This design comes from an exercise in tuning for small area, a short achievable clock period and few clock cycles per item on the open sky130 flow, not from production work. RTL that was checked went through simulation tests only; none was proved equivalent to the original. Power is estimated from default activity; no workload was simulated.

== job 101 ==
==> flow/design.v <==
module harp_clockdec (
    input  wire        clk,
    input  wire        rst,               
    input  wire [23:0] cfg_sample_rate,   
    input  wire [15:0] cfg_baud,          
    input  wire        in_valid,
    output wire        in_ready,
    input  wire [31:0] in_time,           
    input  wire        in_state,          
    output wire        out_valid,
    output wire [31:0] out_local,         
    output wire [31:0] out_value,         
    output wire [1:0]  out_status         
);
    reg  [23:0] sr;
    reg  [15:0] baud;
    always @(posedge clk) begin
        sr   <= cfg_sample_rate;
        baud <= cfg_baud;
    end
    reg [8:0]  G;
    reg [4:0]  u;
    reg        rdy;
    reg        r0_v;
    reg [32:0] r0_d;         
    reg        r0_hp;        
    reg        r0_lvl;       
    assign in_ready = rdy;
    wire accept = in_valid && rdy;
    reg        have_prev;
    reg [31:0] prev_time;
    wire [32:0] in_d = {1'b0, in_time} - {1'b0, prev_time};
    reg        prev_state;
    reg        in_range;
    wire [22:0] d_pos = r0_d[22:0];
    wire        neg   = r0_d[32];
    wire        r0_hnz = |r0_d[31:23];       
    wire        r0_hno = ~&r0_d[31:23];      
    wire        boundary = !neg && (r0_hnz || (d_pos > {1'b0, sr[23:1]}));
    wire [22:0] m      = d_pos ^ {23{neg}};
    wire [30:0] m_x    = {m, 8'd0};
    wire [22:0] m_l4   = u[4] ? {8'd0, m_x[30:16]} : m_x[22:0];
    wire [14:0] m_l3   = u[3] ? m_l4[22:8] : m_l4[14:0];
    wire [10:0] m_l2   = u[2] ? m_l3[14:4] : m_l3[10:0];
    wire [8:0]  m_l1   = u[1] ? m_l2[10:2] : m_l2[8:0];
    wire [7:0]  m_ext  = u[0] ? m_l1[8:1]  : m_l1[7:0];
    reg  [22:0] hi_mask;
    integer q;
    always @(*)
        for (q = 0; q < 23; q = q + 1)
            hi_mask[q] = (q >= u);
    wire        s0_ovf = neg ? (r0_hno || (d_pos == 23'd0))
                             : (|(m & hi_mask));
    reg        r1_iv, r1_bnd, r1_cls, r1_neg, r1_ovf, r1_lvl;
    reg [22:0] r1_m;
    reg [7:0]  r1_msh;
    reg        r1_t31;       
    reg  [16:0] y;           
    integer i;
    always @(*) begin
        y = 17'd0;
        for (i = 0; i < 9; i = i + 1)
            y = y + ({9'd0, r1_msh & {8{G[i]}}} << i);
    end
    wire [4:0]  y_ip = y[16:12];
    wire [11:0] y_f  = y[11:0];
    wire        amb  = (y_f[11:8] == 4'd5) || (y_f[11:8] == 4'd6) || (y_f[11:8] == 4'd7) ||
                       (y_f == 12'h800);
    wire        s1_slow = r1_iv && (r1_neg ? !r1_ovf : (r1_ovf || amb));
    reg        r2_iv, r2_bnd, r2_cls, r2_neg, r2_ovf, r2_lvl, r2_slow;
    reg [4:0]  r2_ip;
    reg        r2_rnd;       
    reg [2:0]  r2_tx;
    reg [22:0] r2_m;         
    wire [31:0] r2_time = {r2_tx, r2_rnd, r2_ip, r2_m};
    localparam [2:0] E_IDLE = 3'd0, E_INIT = 3'd1, E_DIV = 3'd2, E_RUN = 3'd3,
                     E_EVAL = 3'd4, E_READY = 3'd5, E_ZERO = 3'd6;
    reg [2:0]  e_st;
    reg [26:0] acc;
    reg [5:0]  e_n;          
    reg [5:0]  cur;
    reg [4:0]  w;            
    wire [6:0] ej_s  = {1'b0, cur} + {2'd0, w};
    wire [5:0] ej    = (ej_s > 7'd39) ? 6'd39 : ej_s[5:0];
    reg        n_bit;        
    wire       stall = r2_iv && r2_slow && (e_st != E_READY);
    wire       adv   = !stall;
    wire [6:0]  nj    = {ej, 1'b0} - 7'd1;                  
    wire        t_bit = r2_m[22];
    wire [5:0]  e_n1  = e_n - 6'd1;
    wire        n_nxt = (e_st == E_RUN && e_n1 < 6'd7) ? nj[e_n1[2:0]] : 1'b0;
    reg  [26:0] e_a;
    reg         e_bs, e_ba;   
    reg         e_z;          
    always @(*) begin
        e_ba = 1'b0;
        case (e_st)
            E_INIT:  begin e_a = {11'd0, baud}; e_bs = 1'b1; end
            E_DIV:   begin e_a = {26'd0, t_bit}; e_bs = !acc[26]; e_ba = acc[26]; end
            default: begin
                e_a = (r2_neg && e_z) ? (t_bit ? {9'd0, baud, 2'b0} : {10'd0, baud, 1'b0})
                                      : (t_bit ? {10'd0, baud, 1'b0} : 27'd0);
                e_bs = n_bit;
            end
        endcase
    end
    wire [26:0] acc2  = (e_st == E_INIT) ? 27'd0 : {acc[25:0], 1'b0};
    wire [26:0] e_b   = e_bs ? ~{3'd0, sr} : e_ba ? {3'd0, sr} : 27'd0;
    wire [26:0] e_sum = acc2 + e_a + e_b + {26'd0, e_bs};
    wire        e_neg = e_sum[26];
    wire        e_sat = (acc[26:24] != 3'b000) && (acc[26:24] != 3'b111);
    wire        a_zero = (acc == 27'd0);
    wire        e_ge   = (!acc[26] && !a_zero) || (a_zero && !ej[0]);
    wire [5:0]  cur_0  = r2_neg ? 6'd0 : r2_ovf ? 6'd16 : {1'b0, r2_ip};
    wire [4:0]  w_0    = (r2_ovf && !r2_neg) ? 5'b10000 : 5'b00001;
    wire        e_done_now = (e_st == E_EVAL) && w[0];
    reg [5:0]  bc_len;       
    reg        bc_fault;
    reg [31:0] bc_val;       
    wire [5:0]  k_w      = r2_slow ? cur : {1'b0, r2_ip};
    wire        k_c      = !r2_slow && r2_rnd;
    wire        go2      = r2_iv && adv;
    wire [5:0]  base_len = bc_len;
    wire [6:0]  end_len  = {1'b0, base_len} + {1'b0, k_w} + {6'd0, k_c};
    wire        wr       = go2 && !r2_neg;
    wire        base_fault_n = bc_fault || (r2_slow ? (cur != 6'd0) : r2_ovf);
    reg  [31:0] val_next;
    integer n;
    always @(*) begin
        for (n = 0; n < 32; n = n + 1) begin
            if (wr && ({1'b0, base_len} <= (1 + 10 * (n / 8) + (n % 8))) &&
                      (end_len > (1 + 10 * (n / 8) + (n % 8))))
                val_next[n] = r2_lvl;
            else
                val_next[n] = bc_val[n];
        end
    end
    reg [31:0] bc_local;     
    assign out_valid  = r2_bnd && r2_cls;
    assign out_local  = bc_local;
    assign out_status = bc_fault ? 2'd1 : (bc_len != 6'd39) ? 2'd2 : 2'd0;
    assign out_value  = (!bc_fault && bc_len == 6'd39) ? bc_val : 32'd0;
    wire pre      = (e_st == E_INIT) || (e_st == E_ZERO) || (e_st == E_DIV);
    wire pre_n    = (e_st == E_INIT) || (e_st == E_ZERO) || (e_st == E_DIV && !G[7]);
    wire c0       = r0_v && adv && (!pre || !r0_hp);   
    wire r0_v_n   = accept || (r0_v && !c0);
    wire s0_tok   = c0 && r0_hp;
    wire s0_bnd   = s0_tok && boundary;
    wire s0_cls   = s0_bnd && in_range;
    wire stall_n  = (adv ? s1_slow : (r2_iv && r2_slow)) &&
                    !((e_st == E_READY && !adv) || e_done_now);
    always @(posedge clk) begin
        if (rst) begin
            rdy        <= 1'b0;
            r0_v       <= 1'b0;
            have_prev  <= 1'b0;
            in_range   <= 1'b0;
            r1_iv <= 1'b0; r1_bnd <= 1'b0;
            r2_iv <= 1'b0; r2_bnd <= 1'b0;
            e_st       <= E_INIT;
            G          <= 9'd0;
            u          <= 5'd0;
        end else begin
            if (accept)
                r0_v <= 1'b1;
            else if (c0)
                r0_v <= 1'b0;
            if (accept)
                have_prev <= 1'b1;
            if (s0_bnd)
                in_range <= 1'b1;
            if (adv) begin
                r1_iv  <= s0_tok && !boundary;
                r1_bnd <= s0_bnd;
                r2_iv  <= r1_iv;
                r2_bnd <= r1_bnd;
            end
            rdy  <= pre_n ? !r0_v_n : !stall_n;
            case (e_st)
                E_INIT: begin
                    e_st <= e_neg ? E_DIV : E_ZERO;
                    e_n  <= 6'd16;
                end
                E_ZERO: begin
                    e_st <= E_DIV;
                    e_n  <= 6'd0;
                end
                E_DIV: begin
                    e_n <= e_n + 6'd1;
                    G   <= {G[7:0], !e_neg};
                    if (G[7]) begin
                        e_st <= E_IDLE;
                        u    <= (e_n < 6'd19) ? 5'd0 : e_n[4:0] - 5'd19;
                    end
                end
                E_IDLE: begin
                    e_n <= 6'd22;
                    if (r2_iv && r2_slow)
                        e_st <= E_RUN;
                end
                E_RUN: begin
                    e_n <= e_n - 6'd1;
                    if (e_n == 6'd0)
                        e_st <= E_EVAL;
                end
                E_EVAL: begin
                    e_n  <= 6'd22;
                    e_st <= w[0] ? E_READY : E_RUN;
                end
                E_READY: begin
                    if (adv)
                        e_st <= E_IDLE;
                end
                default: e_st <= E_IDLE;
            endcase
        end
    end
    always @(posedge clk) begin
        if (accept) begin
            r0_d       <= in_d;
            r0_hp      <= have_prev;
            r0_lvl     <= prev_state;
            prev_time  <= in_time;
            prev_state <= in_state;
        end
        if (adv) begin
            r1_cls <= s0_cls;
            r1_neg <= neg;
            r1_ovf <= s0_ovf;
            r1_m   <= boundary ? prev_time[22:0]  : m;
            r1_msh <= boundary ? prev_time[30:23] : m_ext;
            r1_t31 <= prev_time[31];
            r1_lvl <= r0_lvl;
            r2_cls  <= r1_cls; r2_neg <= r1_neg; r2_ovf <= r1_ovf; r2_lvl <= r1_lvl;
            r2_slow <= s1_slow;
            r2_tx   <= {r1_t31, r1_msh[7:6]};
            r2_rnd  <= r1_bnd ? r1_msh[5]   : y_f[11];
            r2_ip   <= r1_bnd ? r1_msh[4:0] : y_ip;
        end
        if (r2_bnd)
            bc_local <= r2_time;
        n_bit <= n_nxt;
        e_z   <= (e_st == E_RUN) && (e_n == 6'd1);
        case (e_st)
            E_INIT: begin
                acc  <= e_sum;
                r2_m <= 23'd0;
            end
            E_ZERO: begin
                acc  <= 27'd0;
                r2_m <= {baud, 7'd0};
            end
            E_DIV: begin
                acc  <= e_sum;
                r2_m <= {r2_m[21:0], 1'b0};
            end
            E_RUN: begin
                if (!e_sat)
                    acc <= e_sum;
                r2_m  <= {r2_m[21:0], r2_m[22]};
            end
            E_EVAL: begin
                acc   <= 27'd0;
                if (e_ge)
                    cur <= ej;
                w     <= {1'b0, w[4:1]};
            end
            default: begin
                acc   <= 27'd0;
                cur   <= cur_0;
                w     <= w_0;
                if (adv)
                    r2_m <= r1_m;
            end
        endcase
        if (r2_bnd)
            bc_fault <= 1'b0;
        else if (go2 && r2_neg)
            bc_fault <= base_fault_n;
        bc_val <= val_next;
        if (r2_bnd)
            bc_len <= 6'd0;
        else if (wr)
            bc_len <= (end_len > 7'd39) ? 6'd39 : end_len[5:0];
    end
endmodule
export LEC_CHECK = 0
export ABC_CLOCK_PERIOD_IN_PS = 4000
export CAP_MARGIN = 20
export CORE_MARGIN = 2
export CORE_UTILIZATION = 40
export SETUP_SLACK_MARGIN = 5.0
export SLEW_MARGIN = 20
create_clock -name core_clock -period 10.0 [get_ports {clk}]
run.sh (not shown) runs the stock make flow with config.mk's settings and CLKGATE_MAP_FILE= SYNTH_SCRIPT=/design/flow/synth_recipe.tcl, a recipe that flattens the netlist after the stock synthesis.
Testbench counts of job 101, summed over its fixed seeds: cycles 7,663, transitions 7,479.
The following lists how job 102 was set up differently from job 101:
--- a/flow/design.v
+++ b/flow/design.v
@@ -22,7 +22,10 @@
     reg [4:0]  u;
     reg        rdy;
     reg        r0_v;
-    reg [32:0] r0_d;         
+    reg [22:0] r0_d;         
+    reg        r0_neg;       
+    reg        r0_hnz;       
+    reg        r0_hno;       
     reg        r0_hp;        
     reg        r0_lvl;       
     assign in_ready = rdy;
@@ -32,10 +35,8 @@
     wire [32:0] in_d = {1'b0, in_time} - {1'b0, prev_time};
     reg        prev_state;
     reg        in_range;
-    wire [22:0] d_pos = r0_d[22:0];
-    wire        neg   = r0_d[32];
-    wire        r0_hnz = |r0_d[31:23];       
-    wire        r0_hno = ~&r0_d[31:23];      
+    wire [22:0] d_pos = r0_d;
+    wire        neg   = r0_neg;
     wire        boundary = !neg && (r0_hnz || (d_pos > {1'b0, sr[23:1]}));
     wire [22:0] m      = d_pos ^ {23{neg}};
     wire [30:0] m_x    = {m, 8'd0};
@@ -217,7 +218,10 @@
     end
     always @(posedge clk) begin
         if (accept) begin
-            r0_d       <= in_d;
+            r0_d       <= in_d[22:0];
+            r0_neg     <= in_d[32];
+            r0_hnz     <= |in_d[31:23];
+            r0_hno     <= ~&in_d[31:23];
             r0_hp      <= have_prev;
             r0_lvl     <= prev_state;
             prev_time  <= in_time;
### Flow results
Antenna diode count sits lower in job 102 than in job 101.
Compared with job 101, job 102 shows a xor-xnor portion of the synthesized cell area that is 0.53 points higher.
A critical path endpoint of rdy is what job 101 shows, while r0_hno belongs to job 102.
Of job 101 and job 102, the lower via density per instance belongs to job 101.
Job 102 vs job 101, sequential share of layout area went down by 0.81 points.
For maximum resistive drop on vdd, dividing the value from job 102 by the value from job 101 gives 0.79.
Comparing job 101 and job 102, via count is lower on job 101.
Only the layout flow was run in job 102; the RTL was not checked for function there.

---

Another version of the RTL of harp_clockdec (not shown whole).
For scale: roughly 2300 cells after synthesis, about 330 flip-flops, ~23000 um2 of cells after synthesis.
==> flow/config.mk <==
export PLATFORM = sky130hd
export DESIGN_NAME = harp_clockdec
export DESIGN_NICKNAME = harp_clockdec
export VERILOG_FILES = /design/flow/design.v
export SDC_FILE = /design/flow/constraint.sdc
export NUM_CORES = 4
export LEC_CHECK = 0
export ABC_CLOCK_PERIOD_IN_PS = 4000
export CAP_MARGIN = 20
export CORE_MARGIN = 2
export CORE_UTILIZATION = 40
export SETUP_SLACK_MARGIN = 5.0
export SLEW_MARGIN = 20
==> flow/constraint.sdc <==
create_clock -name core_clock -period 10.0 [get_ports {clk}]
set_input_delay 2.0000 -clock core_clock [delete_from_list [all_inputs] [get_ports {clk}]]
set_output_delay 2.0000 -clock core_clock [all_outputs]
set_load 0.01 [all_outputs]
Next try:
--- a/flow/design.v
+++ b/flow/design.v
@@ -28,47 +28,57 @@
     assign in_ready = rdy;
     wire accept = in_valid && rdy;
     reg        have_prev;
     reg [31:0] prev_time;
     reg        prev_state;
     reg        in_range;
     wire [32:0] d_pos = r0_d;
     wire        neg   = d_pos[32];
     wire        boundary = !neg && ((|d_pos[31:23]) || (d_pos[22:0] > {1'b0, sr[23:1]}));
     wire [22:0] m      = d_pos[22:0] ^ {23{neg}};
-    wire [31:0] m_ext  = {m, 9'd0} >> u;
+    wire [31:0] m_x    = {m, 9'd0};
+    wire [24:0] m_l4   = u[4] ? {9'd0, m_x[31:16]} : m_x[24:0];
+    wire [16:0] m_l3   = u[3] ? m_l4[24:8] : m_l4[16:0];
+    wire [12:0] m_l2   = u[2] ? m_l3[16:4] : m_l3[12:0];
+    wire [10:0] m_l1   = u[1] ? m_l2[12:2] : m_l2[10:0];
+    wire [8:0]  m_ext  = u[0] ? m_l1[9:1]  : m_l1[8:0];
     reg  [22:0] hi_mask;
     integer q;
     always @(*)
         for (q = 0; q < 23; q = q + 1)
             hi_mask[q] = (q >= u);
     wire        s0_ovf = neg ? ((d_pos[31:23] != 9'h1ff) || (d_pos[22:0] == 23'd0))
                              : (|(m & hi_mask));
     reg        r1_iv, r1_bnd, r1_cls, r1_neg, r1_ovf, r1_lvl;
     reg [22:0] r1_m;
     reg [8:0]  r1_msh;
-    wire [17:0] y    = r1_msh * G;
+    reg  [17:0] y;           
+    integer i;
+    always @(*) begin
+        y = 18'd0;
+        for (i = 0; i < 9; i = i + 1)
+            y = y + ({9'd0, r1_msh & {9{G[i]}}} << i);
+    end
     wire [4:0]  y_ip = y[17:13];
     wire [12:0] y_f  = y[12:0];
     wire        amb  = (y_f[12:10] == 3'b011) || (y_f == 13'h1000);
     wire        s1_slow = r1_iv && (r1_neg ? !r1_ovf : (r1_ovf || amb));
     reg        r2_iv, r2_bnd, r2_cls, r2_neg, r2_ovf, r2_lvl, r2_slow;
     reg [4:0]  r2_ip;
     reg        r2_rnd;       
     reg [2:0]  r2_tx;
     reg [22:0] r2_m;         
     wire [31:0] r2_time = {r2_tx, r2_rnd, r2_ip, r2_m};
     localparam [2:0] E_IDLE = 3'd0, E_INIT = 3'd1, E_DIV = 3'd2, E_RUN = 3'd3,
                      E_EVAL = 3'd4, E_READY = 3'd5, E_ZERO = 3'd6;
     reg [2:0]  e_st;
     reg [26:0] acc;
-    reg        e_sat;        
     reg [5:0]  e_n;          
     reg [5:0]  lo, hi, ej;   
     reg        n_bit;        
     wire       stall = r2_iv && r2_slow && (e_st != E_READY);
     wire       adv   = !stall;
     wire [6:0]  nj    = {ej, 1'b0} - 7'd1;                  
     wire        t_bit = r2_m[22];
     wire [5:0]  e_n1  = e_n - 6'd1;
     wire        n_nxt = (e_st == E_RUN && e_n1 < 6'd7) ? nj[e_n1[2:0]] : 1'b0;
     reg  [26:0] e_a;
@@ -83,21 +93,21 @@
                 e_a = (r2_neg && e_z) ? (t_bit ? {9'd0, baud, 2'b0} : {10'd0, baud, 1'b0})
                                       : (t_bit ? {10'd0, baud, 1'b0} : 27'd0);
                 e_bs = n_bit;
             end
         endcase
     end
     wire [26:0] acc2  = (e_st == E_INIT) ? 27'd0 : {acc[25:0], 1'b0};
     wire [26:0] e_b   = e_bs ? ~{3'd0, sr} : e_ba ? {3'd0, sr} : 27'd0;
     wire [26:0] e_sum = acc2 + e_a + e_b + {26'd0, e_bs};
     wire        e_neg = e_sum[26];
-    wire        e_big = (e_sum[26:24] != 3'b000) && (e_sum[26:24] != 3'b111);
+    wire        e_sat = (acc[26:24] != 3'b000) && (acc[26:24] != 3'b111);
     wire        a_zero = (acc == 27'd0);
     wire        e_ge   = (!acc[26] && !a_zero) || (a_zero && !ej[0]);
     wire [5:0]  lo_n   = e_ge ? ej : lo;
     wire [5:0]  hi_n   = e_ge ? hi : ej - 6'd1;
     wire [6:0]  mid_n  = {1'b0, lo_n} + {1'b0, hi_n} + 7'd1;
     wire [5:0]  lo_0   = r2_neg ? 6'd0 : r2_ovf ? 6'd16 : {1'b0, r2_ip};
     wire [5:0]  hi_0   = r2_neg ? 6'd1 : r2_ovf ? 6'd39 : {1'b0, r2_ip} + 6'd1;
     wire [6:0]  mid_0  = {1'b0, lo_0} + {1'b0, hi_0} + 7'd1;
     wire        e_done_now = (e_st == E_EVAL) && (lo_n == hi_n);
     reg [5:0]  bc_len;       
@@ -232,33 +242,30 @@
                 acc  <= 27'd0;
                 r2_m <= {baud, 7'd0};
             end
             E_DIV: begin
                 acc  <= e_sum;
                 r2_m <= {r2_m[21:0], 1'b0};
             end
             E_RUN: begin
                 if (!e_sat)
                     acc <= e_sum;
-                e_sat <= e_sat || e_big;
                 r2_m  <= {r2_m[21:0], r2_m[22]};
             end
             E_EVAL: begin
                 acc   <= 27'd0;
-                e_sat <= 1'b0;
                 lo    <= lo_n;
                 hi    <= hi_n;
                 ej    <= mid_n[6:1];
             end
             default: begin
                 acc   <= 27'd0;
-                e_sat <= 1'b0;
                 lo    <= lo_0;
                 hi    <= hi_0;
                 ej    <= mid_0[6:1];
                 if (adv)
                     r2_m <= r1_m;
             end
         endcase
         if (r2_bnd)
             bc_fault <= 1'b0;
         else if (go2 && r2_neg)
Result: The changed run passed the timing, design-rule and antenna checks; design area goes down by 3.5%; power goes down by 6.9%; worst hold slack stays flat; routed wire length goes down by 6.0%; non-clock buffer count goes down by 8; cell count goes down by 3.5%.
Testbench counts after the change, summed over its fixed seeds: cycles 7,654, transitions 7,479.
The RTL of the first run of this note was laid out without a check of its function.

==> what the ideal ports hide <==
Ports are ideal in the flow. The routed layouts listed here were re-timed in OpenROAD.
Step 1 (the two cells are an assumption about what drives the block):
set clk [get_ports {clk}]
set_driving_cell -lib_cell sky130_fd_sc_hd__clkbuf_16 $clk
set_driving_cell -lib_cell sky130_fd_sc_hd__buf_2 [delete_from_list [all_inputs] $clk]
Step 2, shift: input delay + t, output delay - t, t = (earliest + latest rising clock arrival at the registers) / 2. This alone moves slack from input paths to output paths.
a / b / c = ideal ports / drivers / drivers and shift; a / b = the first two.
| run | t (ns) | slack for setup (ns) | hold slack, ns | clock arrival spread, ns |
|---|---|---|---|---|
| job 101 | 0.631 | 5.137 / 5.137 / 4.676 | 0.417 / 0.417 / 0.417 | 0.049 / 0.049 |
| job 102 | 0.609 | 5.014 / 5.038 / 4.429 | 0.418 / 0.418 / 0.418 | 0.023 / 0.023 |
| the first run of note 2 | 0.615 | 5.089 / 5.089 / 4.639 | 0.419 / 0.419 / 0.419 | 0.029 / 0.028 |
| the second run of note 2 | 0.633 | 4.950 / 4.950 / 4.627 | 0.417 / 0.417 / 0.417 | 0.024 / 0.024 |
After both steps setup and hold are still met in every run listed. The setup slack of job 102, which loses most, moves by +0.024 ns with the drivers and by -0.585 ns with both steps.
